Background: an optimization exercise with open tools, aiming at a short achievable clock period and few clock cycles. Do not read the settings as production practice. In this exercise RTL edits were held to simulation tests only and were not proved equivalent to the original. No activity file was given, so power comes from the tool's default toggle rates.

==> flow/design.v <==
module tsb_report_engine (
    input  wire       clk,
    input  wire       rst_n,        
    input  wire       fin_valid,
    output wire       fin_ready,
    input  wire [7:0] fin_data,
    input  wire       fin_req,      
    input  wire       fin_err,      
    output wire       out_valid,
    input  wire       out_ready,
    output wire [7:0] out_data,
    output wire       out_last
);
    localparam        NT  = 8;      
    localparam        NB  = 3;      
    localparam        PKT = 35;     
    localparam [15:0] SCAN_STEP = 16'd125;
    localparam [1:0] OUT_FRAME_OK  = 2'd0;
    localparam [1:0] OUT_NOT_READY = 2'd1;
    localparam [1:0] OUT_CORRUPT   = 2'd2;
    localparam [1:0] OUT_BUSFAIL   = 2'd3;
    integer e, s;
    reg        rdy_q;               
    wire       acc = fin_valid && rdy_q;
    reg        x_st;                
    reg  [2:0] x_pos;               
    reg        x_first;             
    reg        x_lastrec;           
    reg  [2:0] x_rem;               
    reg        x_tab;               
    wire       f_body = !fin_err && fin_data[7] && (fin_data[3:0] <= 4'd5) &&
                        (fin_data[2:0] != 3'd0);
    wire       f_rep  = fin_req && !(!fin_err && fin_data[7] && (fin_data[3:0] > 4'd5));
    wire       f_fin  = x_st ? !f_body : (x_lastrec && x_pos == 3'd7);
    always @(posedge clk) begin
        if (!rst_n) begin
            x_st <= 1'b1;
        end else if (acc) begin
            if (x_st) begin
                x_st      <= !f_body;
                x_pos     <= 3'd0;
                x_first   <= 1'b1;
                x_rem     <= fin_data[2:0] - 3'd1;
                x_lastrec <= (fin_data[2:0] == 3'd1);
                x_tab     <= f_rep;
            end else begin
                x_pos <= x_pos + 3'd1;
                if (x_pos == 3'd7) begin
                    x_st      <= x_lastrec;
                    x_first   <= 1'b0;
                    x_rem     <= x_rem - 3'd1;
                    x_lastrec <= (x_rem == 3'd1);
                end
            end
        end
    end
    reg        in_v;                
    reg  [7:0] in_d;
    reg        in_req, in_err;
    reg        in_st;               
    reg        in_fin;              
    reg        in_first;            
    reg        in_tab;              
    reg  [4:0] in_k;                
    always @(posedge clk) begin
        in_d     <= fin_data;
        in_req   <= fin_req;
        in_err   <= fin_err;
        in_st    <= x_st;
        in_fin   <= f_fin;
        in_first <= x_first;
        in_tab   <= x_tab;
        in_k     <= x_st ? 5'd0 : (5'd1 << x_pos);
        if (!rst_n)
            in_v <= 1'b0;
        else
            in_v <= acc;
    end
    reg  [NT-1:0] wt, rt;           
    reg  [NB-1:0] wb, rb;           
    reg  [NT-1:0] cnt_t;            
    reg  [NB-1:0] cnt_b;            
    reg  [4:0]    cur_sel;          
    wire       st_byte  = in_v && in_st;
    wire       commit   = in_v && in_fin;
    wire       commit_b = commit && !in_st && in_tab;
    wire       hdr_ok   = !in_err && in_d[7] && (in_d[3:0] <= 4'd5);
    wire [1:0] hdr_outc = in_err ? OUT_BUSFAIL :
                          !in_d[7] ? OUT_NOT_READY :
                          (in_d[3:0] > 4'd5) ? OUT_CORRUPT : OUT_FRAME_OK;
    reg  [4:0] id_sel;              
    always @(*) begin
        for (s = 0; s < 5; s = s + 1)
            id_sel[s] = (in_d[3:0] == s);
    end
    always @(posedge clk) begin
        if (in_v && in_k[0])
            cur_sel <= id_sel;
    end
    reg [2*NT-1:0]    tok_outc;
    reg [NT-1:0]      tok_rep;
    reg [NT-1:0]      tok_tab;      
    reg [3*NT-1:0]    tok_drop;
    reg [3*NT-1:0]    tok_tn;
    always @(posedge clk) begin
        for (e = 0; e < NT; e = e + 1) begin
            if (wt[e]) begin
                if (st_byte) begin
                    tok_outc[2*e +: 2] <= hdr_outc;
                    tok_rep[e]         <= in_req && (hdr_outc != OUT_CORRUPT);
                    tok_tab[e]         <= 1'b0;
                    tok_tn[3*e +: 3]   <= hdr_ok ? in_d[2:0] : 3'd0;
                    tok_drop[3*e +: 3] <= 3'd0;
                end
                if (in_v && in_k[0]) begin
                    tok_tab[e] <= in_tab;
                    if (id_sel == 5'd0)
                        tok_drop[3*e +: 3] <= tok_drop[3*e +: 3] + 3'd1;
                end
            end
        end
    end
    reg [5*NB-1:0]    tab_tip;
    reg [80*NB-1:0]   tab_x;        
    reg [80*NB-1:0]   tab_y;
    always @(posedge clk) begin
        for (e = 0; e < NB; e = e + 1) begin
            if (wb[e] && in_v && in_tab) begin
                if (in_k[0]) begin
                    if (in_first)
                        tab_tip[5*e +: 5] <= id_sel;
                    else
                        tab_tip[5*e +: 5] <= tab_tip[5*e +: 5] | id_sel;
                end
                for (s = 0; s < 5; s = s + 1) begin
                    if (cur_sel[s]) begin
                        if (in_k[1]) tab_x[80*e + 16*s +: 8]     <= in_d;
                        if (in_k[2]) tab_x[80*e + 16*s + 8 +: 8] <= in_d;
                        if (in_k[3]) tab_y[80*e + 16*s +: 8]     <= in_d;
                        if (in_k[4]) tab_y[80*e + 16*s + 8 +: 8] <= in_d;
                    end
                end
            end
        end
    end
    reg  [8*PKT-1:0] sb;            
    reg  [PKT-1:0]   sl;            
    reg              sv;            
    reg  [15:0]      scan_nx;       
    reg              ov, kv;        
    reg  [7:0]       od, kd;
    reg              ol, kl;
    wire s_adv = sv && !kv;         
    wire load  = (!sv || (s_adv && sl[0])) && cnt_t[0];
    reg  [1:0]  h_outc;
    reg         h_rep, h_tab;
    reg  [2:0]  h_drop, h_tn;
    reg  [4:0]  h_tip;
    reg  [79:0] h_x, h_y;
    always @(*) begin
        h_outc = 2'd0; h_rep = 1'b0; h_tab = 1'b0; h_drop = 3'd0; h_tn = 3'd0;
        h_tip = 5'd0; h_x = 80'd0; h_y = 80'd0;
        for (e = 0; e < NT; e = e + 1) begin
            h_outc = h_outc | ({2{rt[e]}} & tok_outc[2*e +: 2]);
            h_rep  = h_rep  | (rt[e]      & tok_rep[e]);
            h_tab  = h_tab  | (rt[e]      & tok_tab[e]);
            h_drop = h_drop | ({3{rt[e]}} & tok_drop[3*e +: 3]);
            h_tn   = h_tn   | ({3{rt[e]}} & tok_tn[3*e +: 3]);
        end
        for (e = 0; e < NB; e = e + 1) begin
            h_tip  = h_tip  | ({5{rb[e]}}  & tab_tip[5*e +: 5]);
            h_x    = h_x    | ({80{rb[e]}} & tab_x[80*e +: 80]);
            h_y    = h_y    | ({80{rb[e]}} & tab_y[80*e +: 80]);
        end
    end
    wire [4:0] p_tip = h_tab ? h_tip : 5'd0;
    reg [8*PKT-1:0] pkt;
    always @(*) begin
        pkt = {8*PKT{1'b0}};
        pkt[7:0]   = {2'b00, (h_rep ? h_drop : 3'd0), h_rep, h_outc};
        pkt[15:8]  = 8'd1;
        pkt[31:16] = scan_nx;
        pkt[39:32] = {5'd0, h_tn};
        for (s = 0; s < 5; s = s + 1) begin
            pkt[8*(5+6*s) +: 8]  = s;
            pkt[8*(6+6*s) +: 8]  = {7'd0, p_tip[s]};
            pkt[8*(7+6*s) +: 16] = p_tip[s] ? h_x[16*s +: 16] : 16'd0;
            pkt[8*(9+6*s) +: 16] = p_tip[s] ? h_y[16*s +: 16] : 16'd0;
        end
    end
    always @(posedge clk) begin
        if (load) begin
            sb <= pkt;
            sl <= h_rep ? {1'b1, {PKT-1{1'b0}}} : {{PKT-1{1'b0}}, 1'b1};
        end else if (s_adv) begin
            sb <= {8'd0, sb[8*PKT-1:8]};
            sl <= {1'b0, sl[PKT-1:1]};
        end
    end
    always @(posedge clk) begin
        if (!rst_n) begin
            sv      <= 1'b0;
            scan_nx <= SCAN_STEP;
        end else if (load) begin
            sv      <= 1'b1;
            scan_nx <= scan_nx + SCAN_STEP;
        end else if (s_adv && sl[0]) begin
            sv      <= 1'b0;
        end
    end
    wire       o_move = !ov || out_ready;
    wire [7:0] o_nd   = kv ? kd : sb[7:0];
    wire       o_nl   = kv ? kl : sl[0];
    always @(posedge clk) begin
        if (!rst_n) begin
            od <= 8'd0;
            ol <= 1'b0;
            ov <= 1'b0;
            kv <= 1'b0;
        end else begin
            od <= ({8{o_move}} & o_nd) | ({8{!o_move}} & od);
            ol <= (o_move & o_nl) | (!o_move & ol);
            if (o_move) begin
                ov <= kv || s_adv;
                kv <= 1'b0;
            end else if (s_adv) begin
                kv <= 1'b1;
            end
        end
    end
    always @(posedge clk) begin
        if (!o_move && s_adv) begin
            kd <= sb[7:0];
            kl <= sl[0];
        end
    end
    wire          load_b  = load && h_tab;
    wire [NT-1:0] cnt_t_nx = (commit && !load) ? {cnt_t[NT-2:0], 1'b1} :
                             (load && !commit) ? {1'b0, cnt_t[NT-1:1]} : cnt_t;
    wire [NB-1:0] cnt_b_nx = (commit_b && !load_b) ? {cnt_b[NB-2:0], 1'b1} :
                             (load_b && !commit_b) ? {1'b0, cnt_b[NB-1:1]} : cnt_b;
    reg rdy_nx;
    always @(*) begin
        if (acc) begin
            if (f_fin)
                rdy_nx = !cnt_t_nx[NT-2];
            else if (x_st)
                rdy_nx = !(f_rep && cnt_b_nx[NB-1]);
            else
                rdy_nx = 1'b1;
        end else begin
            if (x_st)
                rdy_nx = !cnt_t_nx[NT-1];
            else if (x_first && x_pos == 3'd0)
                rdy_nx = !(x_tab && cnt_b_nx[NB-1]);
            else
                rdy_nx = 1'b1;
        end
    end
    always @(posedge clk) begin
        if (!rst_n) begin
            wt    <= {{NT-1{1'b0}}, 1'b1};
            rt    <= {{NT-1{1'b0}}, 1'b1};
            wb    <= {{NB-1{1'b0}}, 1'b1};
            rb    <= {{NB-1{1'b0}}, 1'b1};
            cnt_t <= {NT{1'b0}};
            cnt_b <= {NB{1'b0}};
            rdy_q <= 1'b1;
        end else begin
            if (commit)   wt <= {wt[NT-2:0], wt[NT-1]};
            if (load)     rt <= {rt[NT-2:0], rt[NT-1]};
            if (commit_b) wb <= {wb[NB-2:0], wb[NB-1]};
            if (load_b)   rb <= {rb[NB-2:0], rb[NB-1]};
            cnt_t <= cnt_t_nx;
            cnt_b <= cnt_b_nx;
            rdy_q <= rdy_nx;
        end
    end
    assign fin_ready = rdy_q;
    assign out_valid = ov;
    assign out_data  = od;
    assign out_last  = ol;
endmodule
make LEC_CHECK=0 ABC_CLOCK_PERIOD_IN_PS=2000 CAP_MARGIN=20 CORE_MARGIN=2 CORE_UTILIZATION=40 SETUP_SLACK_MARGIN=5 SLEW_MARGIN=20 TNS_END_PERCENT=100 finish   # period 7.5 ns
run.sh (not shown) runs the stock make flow with config.mk's settings and CLKGATE_MAP_FILE= SYNTH_SCRIPT=/design/flow/synth_recipe.tcl, a recipe that flattens the netlist after the stock synthesis.
The first run went through all stages and came out clean.
Testbench counts at the start, summed over its fixed seeds: cycles 141,069.
Then changed:
--- a/flow/design.v
+++ b/flow/design.v
@@ -13,5 +13,7 @@
 );
     localparam        NT  = 8;      
+    localparam        TW  = 4;      
     localparam        NB  = 3;      
+    localparam        BW  = 2;      
     localparam        PKT = 35;     
     localparam [15:0] SCAN_STEP = 16'd125;
@@ -79,6 +81,6 @@
     reg  [NT-1:0] wt, rt;           
     reg  [NB-1:0] wb, rb;           
-    reg  [NT-1:0] cnt_t;            
-    reg  [NB-1:0] cnt_b;            
+    reg  [TW-1:0] cnt_t;            
+    reg  [BW-1:0] cnt_b;            
     reg  [4:0]    cur_sel;          
     wire       st_byte  = in_v && in_st;
@@ -152,5 +154,5 @@
     reg              ol, kl;
     wire s_adv = sv && !kv;         
-    wire load  = (!sv || (s_adv && sl[0])) && cnt_t[0];
+    wire load  = (!sv || (s_adv && sl[0])) && (cnt_t != {TW{1'b0}});
     reg  [1:0]  h_outc;
     reg         h_rep, h_tab;
@@ -236,22 +238,20 @@
     end
     wire          load_b  = load && h_tab;
-    wire [NT-1:0] cnt_t_nx = (commit && !load) ? {cnt_t[NT-2:0], 1'b1} :
-                             (load && !commit) ? {1'b0, cnt_t[NT-1:1]} : cnt_t;
-    wire [NB-1:0] cnt_b_nx = (commit_b && !load_b) ? {cnt_b[NB-2:0], 1'b1} :
-                             (load_b && !commit_b) ? {1'b0, cnt_b[NB-1:1]} : cnt_b;
+    wire [TW-1:0] cnt_t_nx = cnt_t + {{TW-1{1'b0}}, commit}   - {{TW-1{1'b0}}, load};
+    wire [BW-1:0] cnt_b_nx = cnt_b + {{BW-1{1'b0}}, commit_b} - {{BW-1{1'b0}}, load_b};
     reg rdy_nx;
     always @(*) begin
         if (acc) begin
             if (f_fin)
-                rdy_nx = !cnt_t_nx[NT-2];
+                rdy_nx = !(cnt_t_nx >= NT-1);
             else if (x_st)
-                rdy_nx = !(f_rep && cnt_b_nx[NB-1]);
+                rdy_nx = !(f_rep && cnt_b_nx == NB);
             else
                 rdy_nx = 1'b1;
         end else begin
             if (x_st)
-                rdy_nx = !cnt_t_nx[NT-1];
+                rdy_nx = !(cnt_t_nx == NT);
             else if (x_first && x_pos == 3'd0)
-                rdy_nx = !(x_tab && cnt_b_nx[NB-1]);
+                rdy_nx = !(x_tab && cnt_b_nx == NB);
             else
                 rdy_nx = 1'b1;
@@ -264,6 +264,6 @@
             wb    <= {{NB-1{1'b0}}, 1'b1};
             rb    <= {{NB-1{1'b0}}, 1'b1};
-            cnt_t <= {NT{1'b0}};
-            cnt_b <= {NB{1'b0}};
+            cnt_t <= {TW{1'b0}};
+            cnt_b <= {BW{1'b0}};
             rdy_q <= 1'b1;
         end else begin
After rerunning: Via count drops by 1.6%; core utilization climbs by 0.42 points; maximum frequency drops by about 10%; setup slack is worse by 0.29 ns; cell area hardly moves; sequential share of layout area drops by 0.18 points; global-route usage climbs by 0.21 points; total power climbs by about 15%; combinational power climbs by 130%; non-clock buffer count climbs by 3; die area drops by about 0.3%; register-to-register slack is worse by 0.49 ns.
Testbench counts after the change, summed over its fixed seeds: cycles 141,069.

[re-timing with driven ports]
In the flow no input, the clock included, has a driving cell. The finished layouts below were timed again as built, in two steps. Step 1 assumes that a clkbuf_16 drives the clock port and a buf_2 every other input. Step 2 times the ports against the registers' clock, not the clock port: input delays grow and output delays shrink by t, the midpoint of the rising clock arrivals with the driver on. a / b / c = ideal ports / drivers / drivers and shift; a / b = the first two.
| run | t, ns | setup WS [ns] | latest minus earliest clock arrival (ns) |
|---|---|---|---|
| the first run | 0.720 | 4.900 / 4.837 / 4.355 | 0.027 / 0.027 |
| the second run | 0.702 | 4.611 / 4.611 / 4.171 | 0.027 / 0.027 |
After both steps setup and hold are still met in every run listed. For the first run, which loses most, drivers alone change the setup slack by -0.063 ns; drivers and shift together by -0.545 ns.
